What follows belongs to an exercise in optimizing a design on an open flow for small area, a short achievable clock period and few clock cycles; a production flow would make more cautious choices. The RTL was checked by simulation tests, not by an equivalence proof against the original design.

[flow/design.v]
module css_t1 (
    input  wire [7:0] a,
    output wire [7:0] t1
);
    wire x07 = a[7] ^ (a[5] | a[4]);
    wire x11 = a[1] & a[0];
    wire x12 = a[2] ^ x11;
    wire x14 = a[6] ^ (a[5] & a[4]);
    wire x18 = a[3] ^ x11;
    wire x21 = a[5] & ~a[4];
    assign t1[0] = ~x18;
    assign t1[1] = ~x14;
    assign t1[2] = (~a[5] | (t1[0] & (~a[6] | a[4]))) & (a[6] | x18 | x21);
    assign t1[3] = (a[3] | x14) ^ (a[1] & (~a[0] | x14));
    assign t1[4] = ~x12;
    assign t1[5] = ~x07;
    assign t1[6] = (a[2] | x07) ^ (a[0] & (~a[1] | x07));
    assign t1[7] = (t1[4] | a[7] | x21) & (~a[7] | ~a[5] | a[4]) & (a[4] | x12);
endmodule
module css_disckey (
    input  wire        clk,
    input  wire        rst,         
    input  wire        start,
    output wire        ready,
    output wire [8:0]  slot_addr,
    input  wire [39:0] slot_data,
    output wire        done,
    output wire        found,
    output wire [39:0] disc_key
);
    localparam [15:0] KL0_0 = 16'hDFDC;
    localparam [15:0] KL0_1 = 16'hDDFE;
    localparam [15:0] KL0_2 = 16'h7701;
    localparam [15:0] KL0_3 = 16'h3D3C;
    localparam [15:0] KL0_4 = 16'h6779;
    localparam [15:0] KL0_5 = 16'hCB55;
    localparam [15:0] KL0_6 = 16'hB240;
    localparam [15:0] KL0_7 = 16'h02FC;
    localparam [15:0] KL0_8 = 16'h75B3;
    localparam [15:0] KL0_9 = 16'hD75F;
    localparam [15:0] KL0_10 = 16'hB941;
    localparam [15:0] KL0_11 = 16'h2581;
    localparam [15:0] KL0_12 = 16'hC5DC;
    localparam [15:0] KL0_13 = 16'h148F;
    localparam [15:0] KL0_14 = 16'hD020;
    localparam [15:0] KL0_15 = 16'h2811;
    localparam [15:0] KL0_16 = 16'h8F1A;
    localparam [15:0] KL0_17 = 16'h95F6;
    localparam [15:0] KL0_18 = 16'h4E29;
    localparam [15:0] KL0_19 = 16'hC0B9;
    localparam [15:0] KL0_20 = 16'h88C2;
    localparam [15:0] KL0_21 = 16'h5CF6;
    localparam [15:0] KL0_22 = 16'hEFED;
    localparam [15:0] KL0_23 = 16'hF5C0;
    localparam [15:0] KL0_24 = 16'hEF95;
    localparam [15:0] KL0_25 = 16'h34A9;
    localparam [15:0] KL0_26 = 16'h104F;
    localparam [15:0] KL0_27 = 16'h7470;
    localparam [15:0] KL0_28 = 16'hE7E4;
    localparam [15:0] KL0_29 = 16'hCB7E;
    localparam [15:0] KL0_30 = 16'hCC9E;
    localparam [15:0] KL0_31 = 16'hA6C5;
    localparam [15:0] KL0_32 = 16'h9850;
    localparam [15:0] KL0_33 = 16'hC4EA;
    localparam [15:0] KL0_34 = 16'h0E38;
    localparam [15:0] KL0_35 = 16'h9CAC;
    localparam [15:0] KL0_36 = 16'h1DB9;
    localparam [15:0] KL0_37 = 16'hFC9F;
    localparam [15:0] KL0_38 = 16'h8A6F;
    localparam [15:0] KL0_39 = 16'h0A04;
    localparam [15:0] KL1_0 = 16'h7879;
    localparam [15:0] KL1_1 = 16'h8CBD;
    localparam [15:0] KL1_2 = 16'h0853;
    localparam [15:0] KL1_3 = 16'h7E72;
    localparam [15:0] KL1_4 = 16'h0FFC;
    localparam [15:0] KL1_5 = 16'hA18D;
    localparam [15:0] KL1_6 = 16'h9479;
    localparam [15:0] KL1_7 = 16'h2BC6;
    localparam [15:0] KL1_8 = 16'h9137;
    localparam [15:0] KL1_9 = 16'hCA3B;
    localparam [15:0] KL1_10 = 16'h404B;
    localparam [15:0] KL1_11 = 16'h63E8;
    localparam [15:0] KL1_12 = 16'h8C08;
    localparam [15:0] KL1_13 = 16'h536D;
    localparam [15:0] KL1_14 = 16'h07FE;
    localparam [15:0] KL1_15 = 16'h7F46;
    localparam [15:0] KL1_16 = 16'h7089;
    localparam [15:0] KL1_17 = 16'hF4A7;
    localparam [15:0] KL1_18 = 16'h1C95;
    localparam [15:0] KL1_19 = 16'h9BEB;
    localparam [15:0] KL1_20 = 16'h80A5;
    localparam [15:0] KL1_21 = 16'h4D8A;
    localparam [15:0] KL1_22 = 16'h9FBE;
    localparam [15:0] KL1_23 = 16'hFFE6;
    localparam [15:0] KL1_24 = 16'hE402;
    localparam [15:0] KL1_25 = 16'h3377;
    localparam [15:0] KL1_26 = 16'hE044;
    localparam [15:0] KL1_27 = 16'h0B81;
    localparam [15:0] KL1_28 = 16'h7B77;
    localparam [15:0] KL1_29 = 16'h6A1F;
    localparam [15:0] KL1_30 = 16'h22FE;
    localparam [15:0] KL1_31 = 16'hC342;
    localparam [15:0] KL1_32 = 16'hE410;
    localparam [15:0] KL1_33 = 16'h2788;
    localparam [15:0] KL1_34 = 16'h7725;
    localparam [15:0] KL1_35 = 16'hB767;
    localparam [15:0] KL1_36 = 16'h3BE3;
    localparam [15:0] KL1_37 = 16'h6110;
    localparam [15:0] KL1_38 = 16'h8F9E;
    localparam [15:0] KL1_39 = 16'hCF0D;
    wire [15:0] qoh_w;
    wire [39:0] kp_tab0 = {|(KL0_39 & qoh_w), |(KL0_38 & qoh_w), |(KL0_37 & qoh_w), |(KL0_36 & qoh_w), |(KL0_35 & qoh_w), |(KL0_34 & qoh_w), |(KL0_33 & qoh_w), |(KL0_32 & qoh_w), |(KL0_31 & qoh_w), |(KL0_30 & qoh_w), |(KL0_29 & qoh_w), |(KL0_28 & qoh_w), |(KL0_27 & qoh_w), |(KL0_26 & qoh_w), |(KL0_25 & qoh_w), |(KL0_24 & qoh_w), |(KL0_23 & qoh_w), |(KL0_22 & qoh_w), |(KL0_21 & qoh_w), |(KL0_20 & qoh_w), |(KL0_19 & qoh_w), |(KL0_18 & qoh_w), |(KL0_17 & qoh_w), |(KL0_16 & qoh_w), |(KL0_15 & qoh_w), |(KL0_14 & qoh_w), |(KL0_13 & qoh_w), |(KL0_12 & qoh_w), |(KL0_11 & qoh_w), |(KL0_10 & qoh_w), |(KL0_9 & qoh_w), |(KL0_8 & qoh_w), |(KL0_7 & qoh_w), |(KL0_6 & qoh_w), |(KL0_5 & qoh_w), |(KL0_4 & qoh_w), |(KL0_3 & qoh_w), |(KL0_2 & qoh_w), |(KL0_1 & qoh_w), |(KL0_0 & qoh_w)};
    wire [39:0] kp_tab1 = {|(KL1_39 & qoh_w), |(KL1_38 & qoh_w), |(KL1_37 & qoh_w), |(KL1_36 & qoh_w), |(KL1_35 & qoh_w), |(KL1_34 & qoh_w), |(KL1_33 & qoh_w), |(KL1_32 & qoh_w), |(KL1_31 & qoh_w), |(KL1_30 & qoh_w), |(KL1_29 & qoh_w), |(KL1_28 & qoh_w), |(KL1_27 & qoh_w), |(KL1_26 & qoh_w), |(KL1_25 & qoh_w), |(KL1_24 & qoh_w), |(KL1_23 & qoh_w), |(KL1_22 & qoh_w), |(KL1_21 & qoh_w), |(KL1_20 & qoh_w), |(KL1_19 & qoh_w), |(KL1_18 & qoh_w), |(KL1_17 & qoh_w), |(KL1_16 & qoh_w), |(KL1_15 & qoh_w), |(KL1_14 & qoh_w), |(KL1_13 & qoh_w), |(KL1_12 & qoh_w), |(KL1_11 & qoh_w), |(KL1_10 & qoh_w), |(KL1_9 & qoh_w), |(KL1_8 & qoh_w), |(KL1_7 & qoh_w), |(KL1_6 & qoh_w), |(KL1_5 & qoh_w), |(KL1_4 & qoh_w), |(KL1_3 & qoh_w), |(KL1_2 & qoh_w), |(KL1_1 & qoh_w), |(KL1_0 & qoh_w)};
    reg         busy;
    reg  [8:0]  addr_r;       
    reg         pres_val;     
    reg         pres_bub;     
    reg  [15:0] qoh;          
    reg         s0_ver, s0_val, s0_bub, s0_end, s0_last;
    reg         s1_ver;
    reg         v1, n1, l1, v2, n2, l2, v3, n3, l3, v4, n4, l4;   
    reg         pend1;        
    reg         done_r, found_r;
    reg  [39:0] vc;           
    reg  [4:0]  r4e0, r4e1;   
    reg  [39:0] r4c0;         
    reg  [39:0] r4c1;         
    assign qoh_w = qoh;
    wire [39:0] kp0 = kp_tab0;
    wire [39:0] kp1 = kp_tab1;
    wire [39:0] e = slot_data;
    wire [39:0] te;
    genvar g;
    generate
        for (g = 0; g < 5; g = g + 1) begin : g_t1e
            css_t1 u (.a(e[8*g +: 8]), .t1(te[8*g +: 8]));
        end
    endgenerate
    wire [39:0] base = {te[39:8] ^ e[31:0], te[7:0]};
    wire [39:0] dd0, c30, c31;
    wire [4:0]  eq0, eq1;
    css_lane u_l0 (.clk(clk), .kp(kp0), .base(base), .vc(vc), .dd(dd0), .c3(c30), .eqb(eq0));
    css_lane u_l1 (.clk(clk), .kp(kp1), .base(base), .vc(vc), .dd(),    .c3(c31), .eqb(eq1));
    wire        hit0  = v4 && (&r4e0);
    wire        hit1  = v4 && (&r4e1);
    wire        take1 = !hit0 && n4 && (pend1 || hit1);    
    wire        fin   = !done_r && v4 && (hit0 || (n4 && (pend1 || hit1 || l4)));
    always @(posedge clk) begin
        r4e0 <= eq0;
        r4e1 <= eq1;
        if (take1)      r4c0 <= r4c1;
        else if (!hit0) r4c0 <= c30;
        if (!(hit1 || pend1)) r4c1 <= c31;
        if (s1_ver) vc <= dd0;
    end
    always @(posedge clk) begin
        if (rst) begin
            busy     <= 1'b0;
            addr_r   <= 9'd0;
            pres_val <= 1'b0;
            pres_bub <= 1'b0;
            qoh      <= 16'd0;
            s0_ver   <= 1'b0;
            s1_ver   <= 1'b0;
            s0_val   <= 1'b0;
            s0_bub   <= 1'b0;
            s0_end   <= 1'b0;
            s0_last  <= 1'b0;
            v1 <= 1'b0; n1 <= 1'b0; l1 <= 1'b0;
            v2 <= 1'b0; n2 <= 1'b0; l2 <= 1'b0;
            v3 <= 1'b0; n3 <= 1'b0; l3 <= 1'b0;
            v4 <= 1'b0; n4 <= 1'b0; l4 <= 1'b0;
            pend1    <= 1'b0;
            done_r   <= 1'b0;
            found_r  <= 1'b0;
        end else begin
            done_r  <= fin;
            if (fin) found_r <= hit0 || pend1 || hit1;
            if (hit1) pend1 <= 1'b1;
            if (v4 && n4) pend1 <= 1'b0;
            s0_ver  <= 1'b0;
            s1_ver  <= s0_ver;
            s0_val  <= pres_val;
            s0_bub  <= pres_bub;
            s0_end  <= pres_val && (addr_r == 9'd408);
            s0_last <= qoh[15];
            v1 <= s0_val; n1 <= s0_end; l1 <= s0_last;
            v2 <= v1;     n2 <= n1;     l2 <= l1;
            v3 <= v2;     n3 <= n2;     l3 <= l2;
            v4 <= v3;     n4 <= n3;     l4 <= l3;
            if (s0_ver) qoh <= 16'd1;
            if (s0_bub) qoh <= {qoh[14:0], 1'b0};
            if (pres_val) begin
                if (addr_r == 9'd408) begin
                    pres_val <= 1'b0;
                    pres_bub <= !qoh[15];
                end else begin
                    addr_r <= addr_r + 9'd1;
                end
            end else if (pres_bub) begin
                pres_bub <= 1'b0;
                pres_val <= 1'b1;
                addr_r   <= 9'd1;
            end
            if (!busy) begin
                pend1 <= 1'b0;
                if (start) begin
                    busy     <= 1'b1;
                    s0_ver   <= 1'b1;
                    pres_val <= 1'b1;
                    pres_bub <= 1'b0;
                    addr_r   <= 9'd1;
                    qoh      <= 16'd0;
                end
            end else if (done_r) begin
                busy     <= 1'b0;
                addr_r   <= 9'd0;
                pres_val <= 1'b0;
                pres_bub <= 1'b0;
                s0_val   <= 1'b0;
                s0_bub   <= 1'b0;
                s0_end   <= 1'b0;
                v1 <= 1'b0; v2 <= 1'b0; v3 <= 1'b0; v4 <= 1'b0;
                n1 <= 1'b0; n2 <= 1'b0; n3 <= 1'b0; n4 <= 1'b0;
                pend1    <= 1'b0;
            end
        end
    end
    assign ready     = !busy;
    assign slot_addr = addr_r;
    assign done      = done_r;
    assign found     = found_r;
    assign disc_key  = r4c0;
endmodule
module css_lane (
    input  wire        clk,
    input  wire [39:0] kp,      
    input  wire [39:0] base,    
    input  wire [39:0] vc,      
    output wire [39:0] dd,      
    output wire [39:0] c3,      
    output wire [4:0]  eqb      
);
    reg  [39:0] r1;           
    reg  [39:0] r2;           
    reg  [39:0] r3s;          
    reg  [3:0]  r3g;          
    reg  [3:1]  r3p;          
    reg  [39:0] r3c;          
    genvar g;
    wire [39:0] d1 = kp ^ base;
    assign dd = {r1[39:8], r1[7:0] ^ r1[39:32]};
    wire [39:0] td;
    generate
        for (g = 0; g < 5; g = g + 1) begin : g_t1d
            css_t1 u (.a(dd[8*g +: 8]), .t1(td[8*g +: 8]));
        end
    endgenerate
    wire [39:0] cand = kp ^ td ^ {dd[31:0], 8'd0};
    wire [39:0] ka, kb;
    css_ks u_ks (.ck(r2), .a(ka), .b(kb));
    wire [8:0]  bs [0:4];     
    wire [4:0]  bp;           
    generate
        for (g = 0; g < 5; g = g + 1) begin : g_bs
            assign bs[g] = {1'b0, ka[8*g +: 8]} + {1'b0, kb[8*g +: 8]};
            assign bp[g] = &(ka[8*g +: 8] ^ kb[8*g +: 8]);
        end
    endgenerate
    wire [39:0] bsum = {bs[4][7:0], bs[3][7:0], bs[2][7:0], bs[1][7:0], bs[0][7:0]};
    wire [4:1] y;
    assign y[1] = r3g[0];
    assign y[2] = r3g[1] | (r3p[1] & r3g[0]);
    assign y[3] = r3g[2] | (r3p[2] & r3g[1]) | (r3p[2] & r3p[1] & r3g[0]);
    assign y[4] = r3g[3] | (r3p[3] & r3g[2]) | (r3p[3] & r3p[2] & r3g[1]) | (r3p[3] & r3p[2] & r3p[1] & r3g[0]);
    wire [39:0] kv;
    assign kv[7:0] = r3s[7:0];
    generate
        for (g = 1; g < 5; g = g + 1) begin : g_inc
            assign kv[8*g +: 8] = r3s[8*g +: 8] + {7'd0, y[g]};
        end
    endgenerate
    wire [39:0] dv;
    assign dv[39:8] = kv[39:8] ^ vc[39:8];
    assign dv[7:0]  = kv[7:0] ^ kv[39:32] ^ vc[7:0];
    wire [39:0] tv;
    generate
        for (g = 0; g < 5; g = g + 1) begin : g_t1v
            css_t1 u (.a(dv[8*g +: 8]), .t1(tv[8*g +: 8]));
        end
    endgenerate
    wire [39:0] want = kv ^ {dv[31:0], 8'd0} ^ r3c;    
    generate
        for (g = 0; g < 5; g = g + 1) begin : g_eq
            css_eq8 u (.a(tv[8*g +: 8]), .b(want[8*g +: 8]), .eq(eqb[g]));
        end
    endgenerate
    assign c3 = r3c;
    always @(posedge clk) begin
        r1  <= d1;
        r2  <= cand;
        r3s <= bsum;
        r3g <= {bs[3][8], bs[2][8], bs[1][8], bs[0][8]};
        r3p <= bp[3:1];
        r3c <= r2;
    end
endmodule
module css_eq8 (
    input  wire [7:0] a,
    input  wire [7:0] b,
    output wire       eq
);
    assign eq = (a == b);
endmodule
module css_ks (
    input  wire [39:0] ck,
    output wire [39:0] a,
    output wire [39:0] b
);
    wire x40 = ck[2] ^ ck[12];
    wire x41 = ck[1] ^ ck[11];
    wire x42 = ck[0] ^ ck[10];
    wire x43 = ck[9] ^ ck[15];
    wire x44 = ck[8] ^ ck[14];
    wire x45 = ck[7] ^ x40;
    wire x46 = ck[6] ^ x41;
    wire x47 = ck[4] ^ x43;
    wire x48 = ck[5] ^ x42;
    wire x49 = ck[3] ^ x44;
    wire x50 = ck[13] ^ x48;
    wire x51 = x45 ^ x47;
    wire x52 = x46 ^ x49;
    wire x53 = ck[26] ^ ck[35];
    wire x54 = ck[36] ^ ck[39];
    wire x55 = ck[19] ^ ck[28];
    wire x56 = ck[20] ^ ck[29];
    wire x57 = ck[21] ^ ck[30];
    wire x58 = ck[22] ^ ck[31];
    wire x59 = ck[23] ^ ck[27];
    wire x60 = ck[23] ^ ck[32];
    wire x61 = ck[24] ^ ck[33];
    wire x62 = ck[25] ^ ck[34];
    wire x63 = ck[27] ^ ck[30];
    wire x64 = ck[13] ^ x52;
    wire x65 = ck[18] ^ ck[25];
    wire x66 = ck[26] ^ ck[29];
    wire x67 = ck[32] ^ ck[36];
    wire x68 = ck[33] ^ ck[37];
    wire x69 = ck[34] ^ ck[38];
    wire x70 = ck[22] ^ x53;
    wire x71 = ck[28] ^ x56;
    wire x72 = ck[31] ^ x60;
    wire x73 = ck[35] ^ x54;
    wire x74 = ck[0] ^ ck[13];
    wire x75 = ck[1] ^ ck[14];
    wire x76 = ck[2] ^ ck[15];
    wire x77 = ck[16] ^ ck[17];
    wire x78 = ck[16] ^ ck[24];
    wire x79 = ck[16] ^ ck[31];
    wire x80 = ck[17] ^ ck[18];
    wire x81 = ck[17] ^ ck[24];
    wire x82 = ck[28] ^ ck[34];
    wire x83 = ck[29] ^ ck[35];
    wire x84 = ck[13] ^ x42;
    wire x85 = ck[19] ^ x60;
    wire x86 = ck[20] ^ x61;
    wire x87 = ck[21] ^ x62;
    wire x88 = ck[25] ^ x81;
    wire x89 = ck[27] ^ x55;
    wire x90 = ck[33] ^ x57;
    wire x91 = ck[34] ^ x58;
    wire x92 = x53 ^ x69;
    wire x93 = x54 ^ x59;
    wire x94 = x57 ^ x66;
    wire x95 = x58 ^ x63;
    wire x96 = x59 ^ x78;
    wire x97 = x61 ^ x67;
    wire x98 = x62 ^ x68;
    wire x99 = x70 ^ x93;
    wire x100 = ck[27] ^ x73;
    wire x101 = ck[35] ^ x72;
    wire x102 = ck[30] ^ x91;
    wire x103 = ck[29] ^ x90;
    wire x104 = ck[32] ^ x71;
    wire x105 = ck[31] ^ x89;
    wire x106 = ck[26] ^ x63;
    wire x107 = x65 ^ x66;
    wire x108 = ck[28] ^ x88;
    wire x109 = ck[38] ^ x70;
    wire x110 = x87 ^ x109;
    wire x111 = ck[37] ^ x86;
    wire x112 = x87 ^ x111;
    wire x113 = ck[36] ^ x85;
    wire x114 = x86 ^ x113;
    wire x115 = ck[35] ^ x58;
    wire x116 = x85 ^ x115;
    wire x117 = ck[18] ^ x57;
    wire x118 = x91 ^ x117;
    wire x119 = x56 ^ x80;
    wire x120 = x90 ^ x119;
    wire x121 = ck[32] ^ x55;
    wire x122 = x56 ^ x77;
    wire x123 = x121 ^ x122;
    wire x124 = x55 ^ x79;
    wire x125 = x73 ^ x124;
    wire x126 = ck[18] ^ ck[30];
    wire x127 = x54 ^ x69;
    wire x128 = x126 ^ x127;
    wire x129 = ck[38] ^ x68;
    wire x130 = x80 ^ x83;
    wire x131 = x129 ^ x130;
    wire x132 = ck[37] ^ x67;
    wire x133 = x77 ^ x82;
    wire x134 = x132 ^ x133;
    wire x135 = ck[33] ^ ck[39];
    wire x136 = x79 ^ x135;
    wire x137 = ck[32] ^ ck[38];
    wire x138 = x63 ^ x137;
    wire x139 = x73 ^ x138;
    wire x140 = ck[29] ^ ck[31];
    wire x141 = ck[37] ^ x140;
    wire x142 = x92 ^ x141;
    wire x143 = ck[28] ^ ck[30];
    wire x144 = ck[36] ^ x143;
    wire x145 = x98 ^ x144;
    wire x146 = ck[27] ^ x83;
    wire x147 = x97 ^ x146;
    wire x148 = x53 ^ x82;
    wire x149 = x72 ^ x148;
    wire x150 = ck[33] ^ x62;
    wire x151 = x95 ^ x150;
    wire x152 = ck[32] ^ x61;
    wire x153 = x94 ^ x152;
    wire x154 = ck[25] ^ x71;
    wire x155 = x72 ^ x154;
    wire x156 = ck[24] ^ x55;
    wire x157 = x95 ^ x156;
    wire x158 = x59 ^ x94;
    wire x159 = ck[22] ^ ck[26];
    wire x160 = x65 ^ x159;
    wire x161 = x71 ^ x160;
    wire x162 = ck[21] ^ x88;
    wire x163 = x89 ^ x162;
    wire x164 = ck[20] ^ ck[26];
    wire x165 = x96 ^ x164;
    wire x166 = ck[19] ^ x65;
    wire x167 = x99 ^ x166;
    wire x168 = ck[15] ^ x40;
    wire x169 = ck[14] ^ x41;
    wire x170 = x40 ^ x43;
    wire x171 = x41 ^ x44;
    wire x172 = x43 ^ x45;
    wire x173 = x44 ^ x46;
    wire x174 = ck[2] ^ x50;
    wire x175 = ck[1] ^ x51;
    wire x176 = ck[0] ^ x52;
    wire x177 = ck[15] ^ x50;
    wire x178 = ck[14] ^ x51;
    wire x179 = x40 ^ x50;
    wire x180 = x41 ^ x51;
    wire x181 = x42 ^ x52;
    wire x182 = x43 ^ x50;
    wire x183 = x44 ^ x51;
    wire x184 = x45 ^ x50;
    wire x185 = x46 ^ x51;
    wire x186 = x48 ^ x52;
    wire x187 = x47 ^ x50;
    wire x188 = x49 ^ x51;
    wire x189 = ck[2] ^ ck[13];
    wire x190 = x52 ^ x189;
    wire x191 = ck[1] ^ x45;
    wire x192 = x50 ^ x191;
    wire x193 = ck[0] ^ x46;
    wire x194 = x51 ^ x193;
    wire x195 = x48 ^ x76;
    wire x196 = x52 ^ x195;
    wire x197 = x47 ^ x75;
    wire x198 = x50 ^ x197;
    wire x199 = x49 ^ x74;
    wire x200 = x51 ^ x199;
    wire x201 = ck[12] ^ ck[13];
    wire x202 = ck[15] ^ x201;
    wire x203 = x52 ^ x202;
    wire x204 = ck[11] ^ ck[14];
    wire x205 = x45 ^ x204;
    wire x206 = x50 ^ x205;
    wire x207 = ck[10] ^ ck[13];
    wire x208 = x46 ^ x207;
    wire x209 = x51 ^ x208;
    assign a[0] = x100;
    assign a[1] = x92;
    assign a[2] = x98;
    assign a[3] = x97;
    assign a[4] = x101;
    assign a[5] = x102;
    assign a[6] = x103;
    assign a[7] = x104;
    assign a[8] = x105;
    assign a[9] = ~x106;
    assign a[10] = x107;
    assign a[11] = x108;
    assign a[12] = x96;
    assign a[13] = x99;
    assign a[14] = x110;
    assign a[15] = x112;
    assign a[16] = x114;
    assign a[17] = ~x116;
    assign a[18] = ~x118;
    assign a[19] = x120;
    assign a[20] = x123;
    assign a[21] = ~x125;
    assign a[22] = ~x128;
    assign a[23] = x131;
    assign a[24] = x134;
    assign a[25] = x136;
    assign a[26] = x139;
    assign a[27] = x142;
    assign a[28] = x145;
    assign a[29] = x147;
    assign a[30] = x149;
    assign a[31] = x151;
    assign a[32] = x153;
    assign a[33] = x155;
    assign a[34] = x157;
    assign a[35] = ~x158;
    assign a[36] = x161;
    assign a[37] = x163;
    assign a[38] = ~x165;
    assign a[39] = x167;
    assign b[0] = x76;
    assign b[1] = x75;
    assign b[2] = x74;
    assign b[3] = x168;
    assign b[4] = x169;
    assign b[5] = x84;
    assign b[6] = x170;
    assign b[7] = x171;
    assign b[8] = ~x84;
    assign b[9] = x172;
    assign b[10] = x173;
    assign b[11] = ~x50;
    assign b[12] = x51;
    assign b[13] = x52;
    assign b[14] = ~x174;
    assign b[15] = x175;
    assign b[16] = x176;
    assign b[17] = ~x177;
    assign b[18] = x178;
    assign b[19] = x64;
    assign b[20] = ~x179;
    assign b[21] = x180;
    assign b[22] = x181;
    assign b[23] = ~x182;
    assign b[24] = x183;
    assign b[25] = ~x64;
    assign b[26] = ~x184;
    assign b[27] = x185;
    assign b[28] = x186;
    assign b[29] = ~x187;
    assign b[30] = x188;
    assign b[31] = ~x190;
    assign b[32] = ~x192;
    assign b[33] = x194;
    assign b[34] = x196;
    assign b[35] = ~x198;
    assign b[36] = x200;
    assign b[37] = ~x203;
    assign b[38] = ~x206;
    assign b[39] = x209;
endmodule
[flow/run.sh]
#!/bin/bash
# synth_recipe.tcl (not shown) runs the flow's synth.tcl, then flattens the netlist and writes it again
# the make line also repeats each setting of config.mk as NAME=value (left out here)
make -C /OpenROAD-flow-scripts/flow DESIGN_CONFIG=/design/flow/config.mk WORK_HOME=/design/flow/orfs CLKGATE_MAP_FILE= SYNTH_SCRIPT=/design/flow/synth_recipe.tcl finish
[flow/config.mk]
export PLATFORM = sky130hd
export DESIGN_NAME = css_disckey
export DESIGN_NICKNAME = css_disckey
export VERILOG_FILES = /design/flow/design.v
export SDC_FILE = /design/flow/constraint.sdc
export NUM_CORES = 4
export LEC_CHECK = 0
export CAP_MARGIN = 20
export CORE_MARGIN = 2
export CORE_UTILIZATION = 40
export PLACE_DENSITY = 0.6
export SETUP_SLACK_MARGIN = 3.4
export SLEW_MARGIN = 20
export SYNTH_HIERARCHICAL = 1
[flow/constraint.sdc]
create_clock -name core_clock -period 6.0 [get_ports {clk}]
set_input_delay 1.2000 -clock core_clock [delete_from_list [all_inputs] [get_ports {clk}]]
set_output_delay 1.2000 -clock core_clock [all_outputs]
set_load 0.01 [all_outputs]
==> PnR_summary.wiki, run 1 <==
{| class="wikitable"
! Metric !! Value
|-
| Sum of negative setup slack || 0 ns
|-
| Startpoint of the most critical register-to-register path || u_l1.r3p[1]
|-
| Total clock buffers created by CTS || 56
|-
| Critical path's top delay family || compound AO/OA/AOI/OAI gates
|-
| Worst hold path stage count || 0
|-
| FP Rows || 105
|-
| Count of pins over their slew limit || 0
|-
| Slowest cell delay on critical path || 0.31 ns
|-
| Endpoint kind of the worst setup timing path || register
|-
| Average routed wire per standard cell || 24.0 µm
|-
| # port buffers || 94
|-
| Total die area || 85400 µm²
|-
| Hold_sp || u_l1.r2[6]
|-
| Die extent in x || 292 µm
|-
| Placer's final routability congestion estimate || 0.997
|-
| Core area || 82100 µm²
|-
| Pin count of the biggest net entering global routing || 43
|-
| List of cells traversed by the critical path || a21o_4 -> a21o_1 -> a21o_1 -> ha_4 -> ha_4 -> nand3_4 -> xor2_4 -> buf_6 -> xnor2_4 -> and4b_1 -> a221oi_2 -> o31a_1 -> xnor2_1 -> nand4_1 -> nor2_1
|-
| Vias in the first global route || 23808
|-
| Total nets after synthesis || 3435
|-
| Synth-to-Final Area Change || 23.8%
|-
| TritonCTS clock tree || built
|-
| Netlist Area Pre-Place || 33200 µm²
|-
| Worst slack at placement || 2.74 ns
|-
| Worst-case reg-to-reg path depth || 15
|-
| Longest Clk Path Bufs || 3
|-
| Antenna Nets Post-Route || 0
|-
| Number of antenna violations at the first check in global routing || 2
|-
| Category of the most critical setup path || register to register
|-
| Portion of the clock cycle consumed by the worst path in the final layout || 0.492
|-
| Clock latency on the worst-skew pair || 0.65 ns
|-
| Tightest Hold Check Type || register to register
|-
| Share of post-route cells with drive strength above 1 || 0.259
|-
| Worst setup SP type || register
|-
| H-tree levels || 2
|-
| Max_cap viols || 0
|-
| Number of warnings printed during yosys synthesis || 8
|-
| DRC violation count after routing || 0
|-
| Final hold violation count || 0
|-
| GRT Util Overall || 0.245
|-
| Total wirelength of the detailed-routed design || 109000 µm
|-
| TritonCTS Sinks || 513
|-
| Transition time at the pin with the least slew margin || 0.971 ns
|-
| Signal arrival time at the worst endpoint || 3.53 ns
|-
| Routing layer with the top usage in global route || met2
|-
| Boundary pin count || 95
|-
| Post-route clock skew || 0.0504 ns
|-
| Crit path max-delay cell type || sky130_fd_sc_hd__dfxtp_1
|-
| Worst-case setup margin in the final layout || 3.05 ns
|-
| CTS root buffer || sky130_fd_sc_hd__clkbuf_16
|-
| Global-route track usage on met1 || 0.334
|-
| Max Fclk || 339 MHz
|-
| Max FO, Critical Path || 5
|-
| Per-cell via count in the routed design || 5.51
|-
| Bufs and invs on worst path || 1
|-
| Length of the first detailed-routing pass in iterations || 7
|-
| Total Nets Final || 3564
|-
| Half-perimeter wire length of the detailed placement result || 83000 µm
|-
| Global-route wire length before repair || 156000 µm
|-
| Setup repair after global routing missed its margin || true
|-
| Final setup viols || 0
|-
| Die boundary height || 292 µm
|-
| Effective utilization at floorplan || 0.405
|-
| Number of cells on the critical path || 15
|-
| Avg Cell Area, Syn || 10.1 µm²
|-
| Minimum period implied by the final worst setup slack || 2.95 ns
|-
| Result of the run || finished clean
|-
| Rel. slew slack || 0.353
|-
| DR vias || 24984
|-
| Count of mapped cells out of synthesis || 3286
|-
| Reg clk slew, reported paths || 0.06 ns
|-
| Met2 track demand over resource in global routing || 0.384
|-
| Post-layout util || 0.501
|-
| Grt ovf || 0
|-
| Count of routing violations after the opening detailed-route iteration || 2271
|-
| Critical path launch point || u_l1.r3p[1]
|-
| Data required, critical path || 6.58 ns
|-
| Met3 Usage GRT || 0.0397
|}
-- cells in the final DEF (no fill, tap or decap), types with 25 or more instances in the layout --
master,instances
sky130_fd_sc_hd__xnor2_2,69
sky130_fd_sc_hd__ha_1,48
sky130_fd_sc_hd__clkbuf_16,59
sky130_fd_sc_hd__o32ai_1,35
sky130_fd_sc_hd__dfxtp_2,39
sky130_fd_sc_hd__xor2_2,43
sky130_fd_sc_hd__xnor2_1,497
sky130_fd_sc_hd__a21boi_0,31
sky130_fd_sc_hd__xor2_4,40
sky130_fd_sc_hd__edfxtp_1,120
sky130_fd_sc_hd__buf_4,159
sky130_fd_sc_hd__dfxtp_1,309
sky130_fd_sc_hd__xor2_1,318
sky130_fd_sc_hd__nor3b_1,52
sky130_fd_sc_hd__dlygate4sd2_1,51
sky130_fd_sc_hd__inv_1,77
sky130_fd_sc_hd__o31a_1,25
sky130_fd_sc_hd__dfxtp_4,45
sky130_fd_sc_hd__mux2i_1,27
sky130_fd_sc_hd__nand4_1,49
sky130_fd_sc_hd__ha_4,36
sky130_fd_sc_hd__and3b_2,25
sky130_fd_sc_hd__nand2_1,86
sky130_fd_sc_hd__nand3_1,80
sky130_fd_sc_hd__buf_6,32
sky130_fd_sc_hd__nor2b_1,32
sky130_fd_sc_hd__and3b_1,25
sky130_fd_sc_hd__nor2_1,179
sky130_fd_sc_hd__xnor2_4,42
sky130_fd_sc_hd__a221oi_2,25
sky130_fd_sc_hd__o21ai_0,30
sky130_fd_sc_hd__or3_1,28
sky130_fd_sc_hd__mux2_2,40
sky130_fd_sc_hd__nor3_1,92
sky130_fd_sc_hd__clkdlybuf4s50_1,42
sky130_fd_sc_hd__a21o_1,43
sky130_fd_sc_hd__and4b_1,25
sky130_fd_sc_hd__a21oi_1,76
-- state kept, by name, summed over array words and instances, names as in the netlist, 3 cells and up --
name and count:
r4c0 40, r4c1 40, u_l0.r3c 40, qoh 16, u_l1.r3s 40, u_l1.r1 40
r4e0 5, u_l0.r3p 3, u_l1.r3p 3, u_l0.r3s 40, r4e1 5, u_l1.r2 40
u_l0.r2 40, u_l0.r1 40, u_l1.r3c 40, u_l1.r3g 4, addr_r 9, u_l0.r3g 4
vc 40
-- routing by layer --
layer	vias up	part of all wire
li1	11526	-
met1	12052	0.43
met2	1145	0.45
met3	261	0.073
met4	0	0.053
met5	-	0
-- path summary, 6_finish.rpt --
check                 to  slack (ns)
max              r4e1[0]        3.05
min          u_l1.r3c[6]        0.37
max reg2reg      r4e1[0]        3.05
min reg2reg  u_l1.r3c[6]        0.37
-- through the flow --
step	hold slack, ns	std cells	cell area [µm²]
3_3_place_gp	0.367	4228	34500
6_report	0.371	4535	41100
5_1_grt	0.379	4533	41100
4_1_cts	0.367	4448	39200
2_1_floorplan	0.326	3286	33600
3_5_place_dp	0.368	4228	34500
-- area by class of cell --
cell class                      instances  area, µm²
Multi-Input combinational cell       2457      23200
Fill cell                            7179      41000
Sequential cell                       513      11700
Tap cell                             1070       1340
Clock inverter                         39        465
Timing Repair Buffer                  294       2610
Clock buffer                           67       1510
Inverter                               93        354
Antenna cell                            2       5.00
-- timing repair --
item / in CTS / in global routing
endpoints found under the setup margin: 149 / 62
setup buffers: 111 / 84
cloned: 3 / 1
pin swaps: 108 / 136
gates resized for setup: 408 / 227
hold buffers: 0 / 0
Testbench counts, summed over its fixed seeds: cycles 138,818.
==> inputs of run 2 (changes only) <==
==> flow/flow/run.sh (new file) <==
#!/bin/bash
set -euo pipefail
export BUFFER_PORTS_ARGS="-buffer_cell sky130_fd_sc_hd__buf_2"
bash standard.sh > standard.log 2>&1
==> flow/standard.sh (new file) <==
#!/bin/bash
# synth_recipe.tcl (not shown) runs the flow's synth.tcl, then flattens the netlist and writes it again
# the make line also repeats each setting of config.mk as NAME=value (left out here)
make -C /OpenROAD-flow-scripts/flow DESIGN_CONFIG=/design/flow/config.mk WORK_HOME=/design/flow/orfs CLKGATE_MAP_FILE= SYNTH_SCRIPT=/design/flow/synth_recipe.tcl "${@:-finish}"
--- a/flow/config.mk
+++ b/flow/config.mk
@@ -10,5 +10,5 @@
 export CORE_UTILIZATION = 40
 export PLACE_DENSITY = 0.6
-export SETUP_SLACK_MARGIN = 3.4
+export SETUP_SLACK_MARGIN = 3.1
 export SLEW_MARGIN = 20
 export SYNTH_HIERARCHICAL = 1
removed: flow/run.sh
==> run 2 against run 1 <==
First-iteration DRC count up 3.6%. Clock-buffer cell count unchanged. Clock skew down 0.030 ns. Critical path type unchanged. Still clean. Synthesized cell count unchanged. Die area unchanged. Non-clock buffer count down 144.
==> PnR_summary.wiki, run 2 <==
{| class="wikitable"
! Metric !! Value
|-
| H-tree levels || 2
|-
| DRC violation count after routing || 0
|-
| Avg Cell Area, Syn || 10.1 µm²
|-
| Signal arrival time at the worst endpoint || 3.50 ns
|-
| WHS Endpoint || u_l1.r3c[5]
|-
| Critical path launch point || u_l0.r3g[0]
|-
| Effective utilization at floorplan || 0.405
|-
| Minimum period implied by the final worst setup slack || 2.93 ns
|-
| Critical path's top delay family || simple AND/OR/NAND/NOR gates
|-
| DR vias || 23866
|-
| Total Nets Final || 3420
|-
| Count of pins over their slew limit || 0
|-
| Startpoint of the most critical register-to-register path || u_l0.r3g[0]
|-
| Result of the run || finished clean
|-
| Worst-case reg-to-reg path depth || 15
|-
| Data required, critical path || 6.57 ns
|-
| Synth-to-Final Area Change || 13.6%
|-
| CTS root buffer || sky130_fd_sc_hd__clkbuf_16
|-
| Worst hold path stage count || 0
|-
| Total clock buffers created by CTS || 56
|-
| Number of filler instances in the final layout || 7555
|-
| Crit path max-delay cell type || sky130_fd_sc_hd__dfxtp_2
|-
| Vias in the first global route || 22428
|-
| TritonCTS clock tree || built
|-
| Count of mapped cells out of synthesis || 3286
|-
| Per-cell via count in the routed design || 5.44
|-
| Rel. slew slack || 0.328
|-
| Most common cell on crit path || sky130_fd_sc_hd__a21o_1
|-
| Half-perimeter wire length of the detailed placement result || 81900 µm
|-
| Max Fclk || 342 MHz
|-
| Total die area || 85400 µm²
|-
| GRT Util Overall || 0.236
|-
| Clock latency on the worst-skew pair || 0.63 ns
|-
| Number of antenna violations at the first check in global routing || 2
|-
| Count of routing violations after the opening detailed-route iteration || 2352
|-
| Total area of multi-input combinational cells || 21600 µm²
|-
| Max_cap viols || 0
|-
| Total nets after synthesis || 3435
|-
| Bufs and invs on worst path || 1
|-
| Boundary pin count || 95
|-
| # port buffers || 94
|-
| Setup slack of the most critical reg-to-reg path || 3.07 ns
|-
| Commonest non-fill, non-tap cell in the layout || sky130_fd_sc_hd__xnor2_1
|-
| List of cells traversed by the critical path || a21o_1 -> a21o_1 -> a21o_1 -> ha_4 -> ha_4 -> nand3_2 -> xor2_4 -> buf_12 -> xnor2_4 -> and3b_2 -> nor3_4 -> o32ai_4 -> xnor2_1 -> nand4_1 -> nor2_1
|-
| FP Rows || 105
|-
| Antenna Nets Post-Route || 0
|-
| Placer's final routability congestion estimate || 1.00
|-
| Total wirelength of the detailed-routed design || 104000 µm
|-
| Portion of the clock cycle consumed by the worst path in the final layout || 0.488
|-
| TritonCTS Sinks || 513
|-
| Final setup viols || 0
|-
| Transition time at the pin with the least slew margin || 1.01 ns
|-
| Average routed wire per standard cell || 23.6 µm
|-
| Hold_sp || u_l1.r2[5]
|-
| Share of post-route cells with drive strength above 1 || 0.202
|-
| Length of the first detailed-routing pass in iterations || 5
|-
| Number of standard cells in the final layout excluding fillers || 4388
|-
| Die boundary height || 292 µm
|-
| End of the worst register-to-register path || r4e0[0]
|-
| Grt ovf || 0
|-
| Setup repair after global routing missed its margin || true
|-
| Inserted Diodes || 0
|-
| Worst setup SP type || register
|-
| Number of warnings printed during yosys synthesis || 8
|-
| Storage cell area || 11600 µm²
|-
| Number of placed instances with taps included || 4228
|-
| Max FO, Critical Path || 5
|-
| Core area || 82100 µm²
|-
| Top library cells by usage in the layout, fill and taps aside || sky130_fd_sc_hd__xnor2_1, sky130_fd_sc_hd__xor2_1, sky130_fd_sc_hd__dfxtp_1, sky130_fd_sc_hd__nor2_1, sky130_fd_sc_hd__edfxtp_1
|-
| Tightest Hold Check Type || register to register
|-
| Endpoint kind of the worst setup timing path || register
|-
| Category of the most critical setup path || register to register
|-
| Sum of negative setup slack || 0 ns
|-
| Pin count of the biggest net entering global routing || 43
|-
| Reg clk slew, reported paths || 0.07 ns
|-
| Post-route clock skew || 0.0208 ns
|-
| Slowest cell delay on critical path || 0.32 ns
|-
| Die extent in x || 292 µm
|-
| Final hold violation count || 0
|-
| Netlist Area Pre-Place || 33200 µm²
|-
| Global-route wire length before repair || 150000 µm
|-
| Longest Clk Path Bufs || 3
|}
-- run 2: changes by cell type in the layout (fill, tap and decap cells not counted), sizes merged, moves of 2 or more --
cell           delta
inv               -4
clkinvlp          +4
diode             -2
dlygate4sd2      -51
clkdlybuf4s50    -42
clkinv            +2
buf              -50
bufinv            -3
-- run 2: worst max path at each step --
stage,end,cells past startpoint,slack [ns]
2_1_floorplan,r4e0[0],13,3.09
3_3_place_gp,r4e0[0],13,2.63
3_5_place_dp,r4e0[0],13,2.57
4_1_cts,r4e1[0],13,3.01
5_1_grt,r4e0[3],14,2.95
6_report,r4e0[0],15,3.07
-- run 2: area by class of cell --
class | instances | area share
clock buffers | 67 | 0.0416
well taps | 1070 | 0.0355
multi-input cells | 2457 | 0.572
clock inverters | 38 | 0.00942
flip-flops and latches | 513 | 0.307
repair buffers | 150 | 0.0248
inverters | 93 | 0.00939
-- run 2: worst reg2reg max path, stage by stage (launching register included) --
cell and delay (ns):
sky130_fd_sc_hd__dfxtp_2 0.32, sky130_fd_sc_hd__a21o_1 0.18, sky130_fd_sc_hd__a21o_1 0.19, sky130_fd_sc_hd__a21o_1 0.21, sky130_fd_sc_hd__ha_4 0.20, sky130_fd_sc_hd__ha_4 0.18, sky130_fd_sc_hd__nand3_2 0.12, sky130_fd_sc_hd__xor2_4 0.26
sky130_fd_sc_hd__buf_12 0.15, sky130_fd_sc_hd__xnor2_4 0.13, sky130_fd_sc_hd__and3b_2 0.28, sky130_fd_sc_hd__nor3_4 0.16, sky130_fd_sc_hd__o32ai_4 0.12, sky130_fd_sc_hd__xnor2_1 0.16, sky130_fd_sc_hd__nand4_1 0.10, sky130_fd_sc_hd__nor2_1 0.11
-- run 2: repair_timing --
action	CTS	global route
buffers inserted	24	27
endpoints found under the setup margin	45	38
gates resized for setup	162	158
cloned	1	3
hold buffers	0	0
pin swaps	33	44
-- run 2: per-layer routing --
layer,part of all wire,track usage,up-vias
met5,0.00013,0,-
met4,0.042,0.0908,2
met3,0.071,0.0340,199
met2,0.44,0.366,963
met1,0.45,0.332,11466
li1,-,-,11236
-- run 2: metrics by stage --
step	hold slack [ns]	area [µm²]	worst slack, ns	util
finish	0.391	37700	3.07	0.459
global route	0.395	37700	2.95	0.459
CTS	0.392	36600	3.01	0.446
detailed placement	0.400	33600	2.57	0.410
global placement	0.400	33600	2.63	0.410
floorplan	0.326	33300	3.09	-
==> inputs of run 3 (changes only) <==
--- a/flow/config.mk
+++ b/flow/config.mk
@@ -6,4 +6,5 @@
 export NUM_CORES = 4
 export LEC_CHECK = 0
+export ABC_AREA = 1
 export CAP_MARGIN = 20
 export CORE_MARGIN = 2
==> run 3 against run 2 <==
Still clean. Fmax increased by 1.9%. Final cell count increased by 53%. Routed wire length increased by 29%. Critical path depth increased by 1. Setup slack improved by 0.054 ns. Via count increased by 37%. Global-route usage increased by 4.0 points.
==> PnR_summary.wiki, run 3 <==
{| class="wikitable"
! Metric !! Value
|-
| Result of the run || finished clean
|-
| Global-route wire length before repair || 193000 µm
|-
| Die extent in x || 310 µm
|-
| Die boundary height || 310 µm
|-
| Minimum period implied by the final worst setup slack || 2.87 ns
|-
| Total die area || 96300 µm²
|-
| Antenna Nets Post-Route || 0
|-
| Worst slack at placement || 2.58 ns
|-
| Crit path max-delay cell type || sky130_fd_sc_hd__xor2_1
|-
| Longest Clk Path Bufs || 3
|-
| DR vias || 32588
|-
| Tightest Hold Check Type || register to register
|-
| Count of mapped cells out of synthesis || 5434
|-
| Max_cap viols || 0
|-
| Slowest cell delay on critical path || 0.43 ns
|-
| TritonCTS clock tree || built
|-
| Max FO, Critical Path || 4
|-
| Worst-case reg-to-reg path depth || 16
|-
| Placer's final routability congestion estimate || 1.03
|-
| Count of routing violations after the opening detailed-route iteration || 2722
|-
| Category of the most critical setup path || register to register
|-
| Setup repair after global routing missed its margin || true
|-
| Half-perimeter wire length of the detailed placement result || 113000 µm
|-
| Final non-filler cell area || 41000 µm²
|-
| CTS root buffer || sky130_fd_sc_hd__clkbuf_16
|-
| Top library cells by usage in the layout, fill and taps aside || sky130_fd_sc_hd__nand2_1, sky130_fd_sc_hd__inv_1, sky130_fd_sc_hd__nor2_1, sky130_fd_sc_hd__dfxtp_1, sky130_fd_sc_hd__nand3_1
|-
| Effective utilization at floorplan || 0.403
|-
| Vias in the first global route || 29949
|-
| Signal arrival time at the worst endpoint || 3.46 ns
|-
| Worst hold path stage count || 0
|-
| Endpoint kind of the worst setup timing path || register
|-
| DRC violation count after routing || 0
|-
| Synth-to-Final Area Change || 9.21%
|-
| Worst setup SP type || register
|-
| Per-cell via count in the routed design || 4.86
|-
| Total clock buffers created by CTS || 58
|-
| End of the worst register-to-register path || r4e0[4]
|-
| WHS Endpoint || u_l1.r3c[8]
|-
| Transition time at the pin with the least slew margin || 0.976 ns
|-
| Max Fclk || 348 MHz
|-
| Avg Cell Area, Syn || 6.91 µm²
|-
| Share of post-route cells with drive strength above 1 || 0.127
|-
| Placed standard-cell area || 38200 µm²
|-
| Hold_sp || u_l1.r2[8]
|-
| Data required, critical path || 6.59 ns
|-
| Post-route clock skew || 0.0370 ns
|-
| List of cells traversed by the critical path || a21oi_2 -> inv_1 -> a21oi_1 -> inv_1 -> a21o_1 -> ha_4 -> ha_4 -> xnor2_4 -> xnor2_1 -> xor2_1 -> inv_1 -> nand2_1 -> nand2_1 -> nor2_1 -> nand2_1 -> nor2_1
|-
| Boundary pin count || 95
|-
| Core area || 93200 µm²
|-
| Setup slack of the most critical reg-to-reg path || 3.13 ns
|-
| Average routed wire per standard cell || 20.0 µm
|-
| Reg clk slew, reported paths || 0.07 ns
|-
| Post-layout util || 0.440
|-
| Number of antenna violations at the first check in global routing || 4
|-
| TritonCTS Sinks || 513
|-
| Commonest non-fill, non-tap cell in the layout || sky130_fd_sc_hd__nand2_1
|-
| Rel. slew slack || 0.347
|-
| Total nets after synthesis || 5583
|-
| Number of placed instances with taps included || 6591
|-
| H-tree levels || 2
|-
| Startpoint of the most critical register-to-register path || u_l0.r3g[0]
|-
| FP Rows || 112
|-
| Portion of the clock cycle consumed by the worst path in the final layout || 0.479
|-
| Final setup viols || 0
|-
| GRT Util Overall || 0.276
|-
| Number of warnings printed during yosys synthesis || 8
|-
| Grt ovf || 0
|-
| Number of standard cells in the final layout excluding fillers || 6712
|-
| Pin count of the biggest net entering global routing || 57
|-
| Length of the first detailed-routing pass in iterations || 6
|-
| # port buffers || 94
|-
| Total wirelength of the detailed-routed design || 134000 µm
|-
| Count of pins over their slew limit || 0
|-
| Number of filler instances in the final layout || 9581
|-
| Sum of negative setup slack || 0 ns
|-
| Final hold violation count || 0
|-
| Worst hold slack || 0.390 ns
|-
| Netlist Area Pre-Place || 37500 µm²
|-
| Clock latency on the worst-skew pair || 0.67 ns
|-
| Total Nets Final || 5557
|-
| Worst-case setup margin in the final layout || 3.13 ns
|}
## run 3: what timing repair did
action	4_1_cts	5_1_grt
gates cloned	1	0
hold buffers	0	0
pin swaps	6	22
buffers inserted	3	7
setup endpoints to repair	48	56
resized for setup	56	107
## run 3: how the worst max path moves through the flow
stage	startpoint	slack (ns)	endpoint	cells past startpoint
finish	u_l0.r3g[0]	3.13	r4e0[4]	16
floorplan	u_l0.r3g[0]	3.23	r4e0[0]	20
detailed placement	u_l1.r3g[0]	2.58	r4e1[0]	19
CTS	u_l1.r3g[0]	3.03	r4e1[0]	26
global route	u_l0.r3p[1]	2.90	r4e0[4]	24
global placement	u_l1.r3g[0]	2.66	r4e1[0]	19
## run 3: area by class of cell
cell class | instances | area [µm²] | share of cell area
well taps | 1254 | 1570 | 0.0383
repair buffers | 114 | 627 | 0.0153
clock inverters | 29 | 278 | 0.00677
diodes | 2 | 5.00 | 0.000122
clock buffers | 79 | 1720 | 0.0419
multi-input cells | 3850 | 22000 | 0.537
flip-flops and latches | 513 | 11500 | 0.281
inverters | 871 | 3280 | 0.0801
## run 3: layer usage
metal / routed length [µm] / GRT usage
met1: 57100 / 0.351
met2: 60900 / 0.462
met3: 7200 / 0.0279
met4: 8710 / 0.150
met5: 29 / 0
## run 3: worst max-delay path: cells and delay by family (launching register included)
| kind | cells | cell delay [ns] |
|---|---|---|
| buffers and inverters | 3 | 0.25 |
| AOI/OAI and AO/OA | 3 | 0.50 |
| and+or+nand+nor | 5 | 0.37 |
| DFF | 1 | 0.33 |
| adders and majority gates | 2 | 0.37 |
| xor gates and xnor gates | 3 | 1.01 |
==> inputs of run 4 (changes only) <==
--- a/flow/config.mk
+++ b/flow/config.mk
@@ -6,9 +6,8 @@
 export NUM_CORES = 4
 export LEC_CHECK = 0
-export ABC_AREA = 1
 export CAP_MARGIN = 20
 export CORE_MARGIN = 2
-export CORE_UTILIZATION = 40
-export PLACE_DENSITY = 0.6
+export CORE_UTILIZATION = 65
+export PLACE_DENSITY = 0.8
 export SETUP_SLACK_MARGIN = 3.1
 export SLEW_MARGIN = 20
==> run 4 against run 3 <==
Final cell count fell by 40%. Non-clock buffer count rose by 58. Routed wire length fell by 19%.
==> PnR_summary.wiki, run 4 <==
{| class="wikitable"
! Metric !! Value
|-
| Result of the run || finished clean
|-
| Total wirelength of the detailed-routed design || 109000 µm
|-
| Count of pins over their slew limit || 0
|-
| Commonest non-fill, non-tap cell in the layout || sky130_fd_sc_hd__xnor2_1
|-
| Half-perimeter wire length of the detailed placement result || 83000 µm
|-
| Pin count of the biggest net entering global routing || 43
|-
| Setup repair after global routing missed its margin || true
|-
| Placer's final routability congestion estimate || 1.07
|-
| Rel. slew slack || 0.285
|-
| Avg Cell Area, Syn || 10.1 µm²
|-
| Max FO, Critical Path || 7
|-
| Final setup viols || 0
|-
| Max_cap viols || 0
|-
| Portion of the clock cycle consumed by the worst path in the final layout || 0.519
|-
| TritonCTS clock tree || built
|-
| Boundary pin count || 95
|-
| Die extent in x || 230 µm
|-
| Number of antenna violations at the first check in global routing || 5
|-
| DRC violation count after routing || 0
|-
| FP Rows || 82
|-
| # port buffers || 94
|-
| Minimum period implied by the final worst setup slack || 3.11 ns
|-
| H-tree levels || 2
|-
| End of the worst register-to-register path || r4e0[0]
|-
| Total nets after synthesis || 3435
|-
| Longest Clk Path Bufs || 3
|-
| Worst hold path stage count || 0
|-
| Grt ovf || 0
|-
| Reg clk slew, reported paths || 0.07 ns
|-
| Antenna Nets Post-Route || 0
|-
| Count of routing violations after the opening detailed-route iteration || 2905
|-
| Vias in the first global route || 24726
|-
| Worst setup SP type || register
|-
| Data required, critical path || 6.55 ns
|-
| Transition time at the pin with the least slew margin || 1.07 ns
|-
| Wire length on met3 || 10100 µm
|-
| Final hold violation count || 0
|-
| Wire length on met1 || 41400 µm
|-
| Die boundary height || 230 µm
|-
| Sum of negative setup slack || 0 ns
|-
| Top library cells by usage in the layout, fill and taps aside || sky130_fd_sc_hd__xnor2_1, sky130_fd_sc_hd__xor2_1, sky130_fd_sc_hd__dfxtp_1, sky130_fd_sc_hd__nor2_1, sky130_fd_sc_hd__edfxtp_1
|-
| Clock latency on the worst-skew pair || 0.62 ns
|-
| Total clock buffers created by CTS || 52
|-
| Netlist Area Pre-Place || 33200 µm²
|-
| Highest metal layer with signal wires || met5
|-
| Per-cell via count in the routed design || 6.41
|-
| Startpoint of the most critical register-to-register path || u_l0.r3p[1]
|-
| Worst-case setup margin in the final layout || 2.89 ns
|-
| Total Nets Final || 3436
|-
| Max Fclk || 321 MHz
|-
| Total die area || 52900 µm²
|-
| DR vias || 25678
|-
| WHS Endpoint || u_l1.r3c[5]
|-
| GRT Util Overall || 0.396
|-
| Share of post-route cells with drive strength above 1 || 0.199
|-
| Endpoint kind of the worst setup timing path || register
|-
| Worst slack at placement || 2.52 ns
|-
| Setup slack of the most critical reg-to-reg path || 2.89 ns
|-
| Hold_sp || u_l1.r2[5]
|-
| Count of mapped cells out of synthesis || 3286
|-
| Synth-to-Final Area Change || 12.3%
|-
| Effective utilization at floorplan || 0.661
|-
| Hold buffers post-CTS || 0
|-
| Length of the first detailed-routing pass in iterations || 8
|-
| Global-route wire length before repair || 156000 µm
|-
| Worst-case reg-to-reg path depth || 13
|-
| Tightest Hold Check Type || register to register
|-
| Number of filler instances in the final layout || 3385
|-
| Signal arrival time at the worst endpoint || 3.66 ns
|-
| CTS root buffer || sky130_fd_sc_hd__clkbuf_16
|-
| Core area || 50300 µm²
|-
| Met2 routed WL || 48900 µm
|-
| Category of the most critical setup path || register to register
|-
| Post-route clock skew || 0.0261 ns
|-
| Critical path launch point || u_l0.r3p[1]
|-
| Number of warnings printed during yosys synthesis || 8
|-
| Average routed wire per standard cell || 27.2 µm
|-
| TritonCTS Sinks || 513
|}
-- run 4: area by class of cell --
type                            instances  area, µm²  share of cell area
Timing Repair Buffer                  172       1100              0.0294
Clock inverter                         29        423              0.0113
Antenna cell                            1       2.50           0.0000671
Multi-Input combinational cell       2455      21600               0.578
Sequential cell                       513      11600               0.311
Inverter                               93        357             0.00956
Clock buffer                           68       1420              0.0381
Tap cell                              672        841              0.0225
-- run 4: metrics by stage --
stage	utilization	std cells	hold WS, ns	area [µm²]
floorplan	-	3286	0.326	33300
global placement	0.660	3832	0.362	33200
detailed placement	0.660	3832	0.367	33200
CTS	0.722	3969	0.373	36300
global route	0.742	4002	0.378	37300
finish	0.742	4003	0.373	37300
-- run 4: worst max-delay path: stages (launching register included) --
cell and delay [ns]:
sky130_fd_sc_hd__dfxtp_1 0.30, sky130_fd_sc_hd__a21o_1 0.20, sky130_fd_sc_hd__a21o_1 0.22, sky130_fd_sc_hd__a21o_1 0.26
sky130_fd_sc_hd__ha_4 0.21, sky130_fd_sc_hd__ha_4 0.19, sky130_fd_sc_hd__xor2_2 0.41, sky130_fd_sc_hd__xnor2_2 0.26
sky130_fd_sc_hd__and4b_1 0.26, sky130_fd_sc_hd__a221oi_2 0.19, sky130_fd_sc_hd__o31a_1 0.19, sky130_fd_sc_hd__xnor2_1 0.14
sky130_fd_sc_hd__nand4_1 0.13, sky130_fd_sc_hd__nor2_1 0.10
-- run 4: worst max path at each step --
stage	slack, ns	to
floorplan	3.09	r4e0[0]
detailed placement	2.52	r4e1[0]
finish	2.89	r4e0[0]
CTS	3.01	r4e1[0]
global placement	2.62	r4e1[0]
global route	2.81	r4e0[0]
-- run 4: layer usage --
metal  GRT usage  vias to the layer above
li1            -                    11254
met1       0.510                    12512
met2       0.620                     1513
met3      0.0719                      393
met4       0.244                        6
met5           0                        -
-- run 4: repair_timing --
item | CTS | global route
resized for setup | 179 | 141
pin swaps | 48 | 51
endpoints found under the setup margin | 45 | 39
setup buffers | 38 | 33
gates cloned | 2 | 0
==> inputs of run 5 (changes only) <==
--- a/flow/config.mk
+++ b/flow/config.mk
@@ -8,7 +8,7 @@
 export CAP_MARGIN = 20
 export CORE_MARGIN = 2
-export CORE_UTILIZATION = 65
-export PLACE_DENSITY = 0.8
-export SETUP_SLACK_MARGIN = 3.1
+export CORE_UTILIZATION = 50
+export PLACE_DENSITY = 0.7
+export SETUP_SLACK_MARGIN = 3.0
 export SLEW_MARGIN = 20
 export SYNTH_HIERARCHICAL = 1
==> run 5 against run 4 <==
Register-to-register slack better by 0.16 ns. Setup slack better by 0.16 ns. Final cell count is 4.2% higher. Synthesized area stayed put. Via count is 6.2% lower. Critical endpoint is now r4e0[3]. Clock skew is 0.0095 ns higher. Core utilization is 18 points lower. Sequential share of layout area is 0.25 points higher. Non-clock buffer count is 30 lower. Still clean on timing, DRC and antenna.
==> PnR_summary.wiki, run 5 <==
{| class="wikitable"
! Metric !! Value
|-
| Max_cap viols || 0
|-
| Data required, critical path || 6.58 ns
|-
| FP Rows || 94
|-
| Signal arrival time at the worst endpoint || 3.53 ns
|-
| Slowest cell delay on critical path || 0.42 ns
|-
| Total wirelength of the detailed-routed design || 100000 µm
|-
| Pin count of the biggest net entering global routing || 43
|-
| Critical path launch point || u_l0.r3g[0]
|-
| GRT Util Overall || 0.288
|-
| Inserted Diodes || 0
|-
| Global-route wire length before repair || 146000 µm
|-
| Setup slack of the most critical reg-to-reg path || 3.05 ns
|-
| Antenna Nets Post-Route || 0
|-
| # port buffers || 94
|-
| Setup repair after global routing missed its margin || true
|-
| Netlist Area Pre-Place || 33200 µm²
|-
| Portion of the clock cycle consumed by the worst path in the final layout || 0.492
|-
| Count of routing violations after the opening detailed-route iteration || 2688
|-
| List of cells traversed by the critical path || a21o_1 -> a21o_1 -> buf_4 -> ha_2 -> ha_2 -> nand3_2 -> xor2_4 -> xnor2_4 -> or3_1 -> a21oi_1 -> o2bb2ai_1 -> xnor2_1 -> nand4_1 -> nor2_1
|-
| Number of antenna violations at the first check in global routing || 4
|-
| Critical path's top delay family || simple AND/OR/NAND/NOR gates
|-
| Number of cells on the critical path || 14
|-
| Reg clk slew, reported paths || 0.06 ns
|-
| Total clock buffers created by CTS || 55
|-
| Longest Clk Path Bufs || 3
|-
| Category of the most critical setup path || register to register
|-
| Core area || 65700 µm²
|-
| End of the worst register-to-register path || r4e0[3]
|-
| Tightest Hold Check Type || register to register
|-
| Average routed wire per standard cell || 24.1 µm
|-
| Bufs and invs on worst path || 1
|-
| Total Nets Final || 3408
|-
| Commonest non-fill, non-tap cell in the layout || sky130_fd_sc_hd__xnor2_1
|-
| Timing endpoint of the critical path || r4e0[3]
|-
| Final hold violation count || 0
|-
| H-tree levels || 2
|-
| Effective utilization at floorplan || 0.505
|-
| Max Fclk || 338 MHz
|-
| Startpoint of the most critical register-to-register path || u_l0.r3g[0]
|-
| TritonCTS Sinks || 513
|-
| Count of pins over their slew limit || 0
|-
| Number of warnings printed during yosys synthesis || 8
|-
| Per-cell via count in the routed design || 5.78
|-
| Length of the first detailed-routing pass in iterations || 6
|-
| Synth-to-Final Area Change || 11.0%
|-
| CTS root buffer || sky130_fd_sc_hd__clkbuf_16
|-
| Transition time at the pin with the least slew margin || 1.23 ns
|-
| Placer's final routability congestion estimate || 1.03
|-
| Final setup viols || 0
|-
| Top library cells by usage in the layout, fill and taps aside || sky130_fd_sc_hd__xnor2_1, sky130_fd_sc_hd__dfxtp_1, sky130_fd_sc_hd__xor2_1, sky130_fd_sc_hd__nor2_1, sky130_fd_sc_hd__edfxtp_1
|-
| Die extent in x || 262 µm
|-
| DR vias || 24090
|-
| Endpoint kind of the worst setup timing path || register
|-
| Half-perimeter wire length of the detailed placement result || 79000 µm
|-
| Total nets after synthesis || 3435
|-
| TritonCTS clock tree || built
|-
| Vias in the first global route || 22713
|-
| Max FO, Critical Path || 9
|-
| Avg Cell Area, Syn || 10.1 µm²
|-
| Worst-case reg-to-reg path depth || 14
|-
| Boundary pin count || 95
|-
| Crit path max-delay cell type || sky130_fd_sc_hd__or3_1
|-
| Die boundary height || 262 µm
|-
| Minimum period implied by the final worst setup slack || 2.95 ns
|-
| Sum of negative setup slack || 0 ns
|-
| Post-route clock skew || 0.0357 ns
|-
| Grt ovf || 0
|-
| Clock latency on the worst-skew pair || 0.65 ns
|-
| Result of the run || finished clean
|-
| Total die area || 68500 µm²
|-
| Share of post-route cells with drive strength above 1 || 0.174
|-
| Rel. slew slack || 0.180
|-
| DRC violation count after routing || 0
|-
| Count of mapped cells out of synthesis || 3286
|-
| Worst setup SP type || register
|}
run 5: through the flow:
step	setup slack, ns	cells	instance area (µm²)	hold WS (ns)	utilization
global placement	2.60	4019	33300	0.388	0.507
global route	2.90	4170	36900	0.397	0.561
finish	3.05	4170	36900	0.396	0.561
detailed placement	2.53	4019	33300	0.389	0.507
floorplan	3.00	3286	33200	0.326	-
CTS	2.95	4137	35900	0.394	0.546
run 5: worst min path at each step:
| stage | start | to | depth (start not counted) |
|---|---|---|---|
| global placement | u_l1.r2[6] | u_l1.r3c[6] | 0 |
| floorplan | u_l0.r2[0] | u_l0.r3c[0] | 0 |
| finish | u_l1.r2[5] | u_l1.r3c[5] | 0 |
| global route | u_l1.r2[5] | u_l1.r3c[5] | 0 |
| CTS | u_l1.r2[5] | u_l1.r3c[5] | 0 |
| detailed placement | u_l1.r2[6] | u_l1.r3c[6] | 0 |
run 5: layer usage:
layer | part of all wire | up-vias | global-route usage
li1 | - | 11196 | -
met1 | 0.42 | 11532 | 0.392
met2 | 0.45 | 1090 | 0.455
met3 | 0.082 | 270 | 0.0443
met4 | 0.049 | 2 | 0.121
met5 | 0.00012 | - | 0
run 5: worst reg2reg max path, delay by kind of cell (launching register included):
family / cells / cell delay (ns)
AOI/OAI and AO/OA: 4 / 0.55
xor gates and xnor gates: 3 / 0.67
adders and majority gates: 2 / 0.46
buffers and inverters: 1 / 0.12
DFF: 1 / 0.33
and+or+nand+nor: 4 / 0.77
run 5: area by class of cell:
cell class / count / area, µm²
clock buffers: 69 / 1510
inverters: 93 / 352
flip-flops and latches: 513 / 11500
repair buffers: 142 / 867
clock inverters: 35 / 424
fillers: 5595 / 28900
well taps: 864 / 1080
multi-input cells: 2454 / 21100
run 5: timing repair:
action,CTS,global route
hold buffers,0,0
endpoints found under the setup margin,32,39
cloned,0,1
gates resized for setup,85,137
buffers inserted,14,32
pin swaps,14,42

-- port drivers added, routing unchanged --
How much do the figures lean on ideal ports? The routed layouts below were timed once more, with nothing changed but the port constraints. Step 1 assumes that a clkbuf_16 drives the clock port and a buf_2 every other input. Step 2 adds t to the input delays and takes it off the output delays; t is the mean of the earliest and latest rising clock arrival at the registers after step 1. Input paths then give back, and output paths get back, about the clock's delay inside the block. Three values: no drivers, after step 1, after step 2; two values: the first two.
run | t, ns | setup WS [ns] | worst setup path after step 2 | slew at the worst register clock pin (ns)
run 1 | 0.688 | 3.050 / 3.050 / 2.862 | input to register | 0.07 / 0.07
run 2 | 0.686 | 3.074 / 3.074 / 3.054 | input to register | 0.07 / 0.07
run 3 | 0.719 | 3.128 / 3.128 / 3.128 | register to register | 0.07 / 0.07
run 4 | 0.669 | 2.886 / 2.886 / 2.886 | register to register | 0.07 / 0.07
run 5 | 0.696 | 3.045 / 3.045 / 2.938 | input to register | 0.07 / 0.07
After both steps setup and hold are still met in every run listed. For run 1, which loses most, drivers alone change the setup slack by 0.000 ns; drivers and shift together by -0.188 ns.
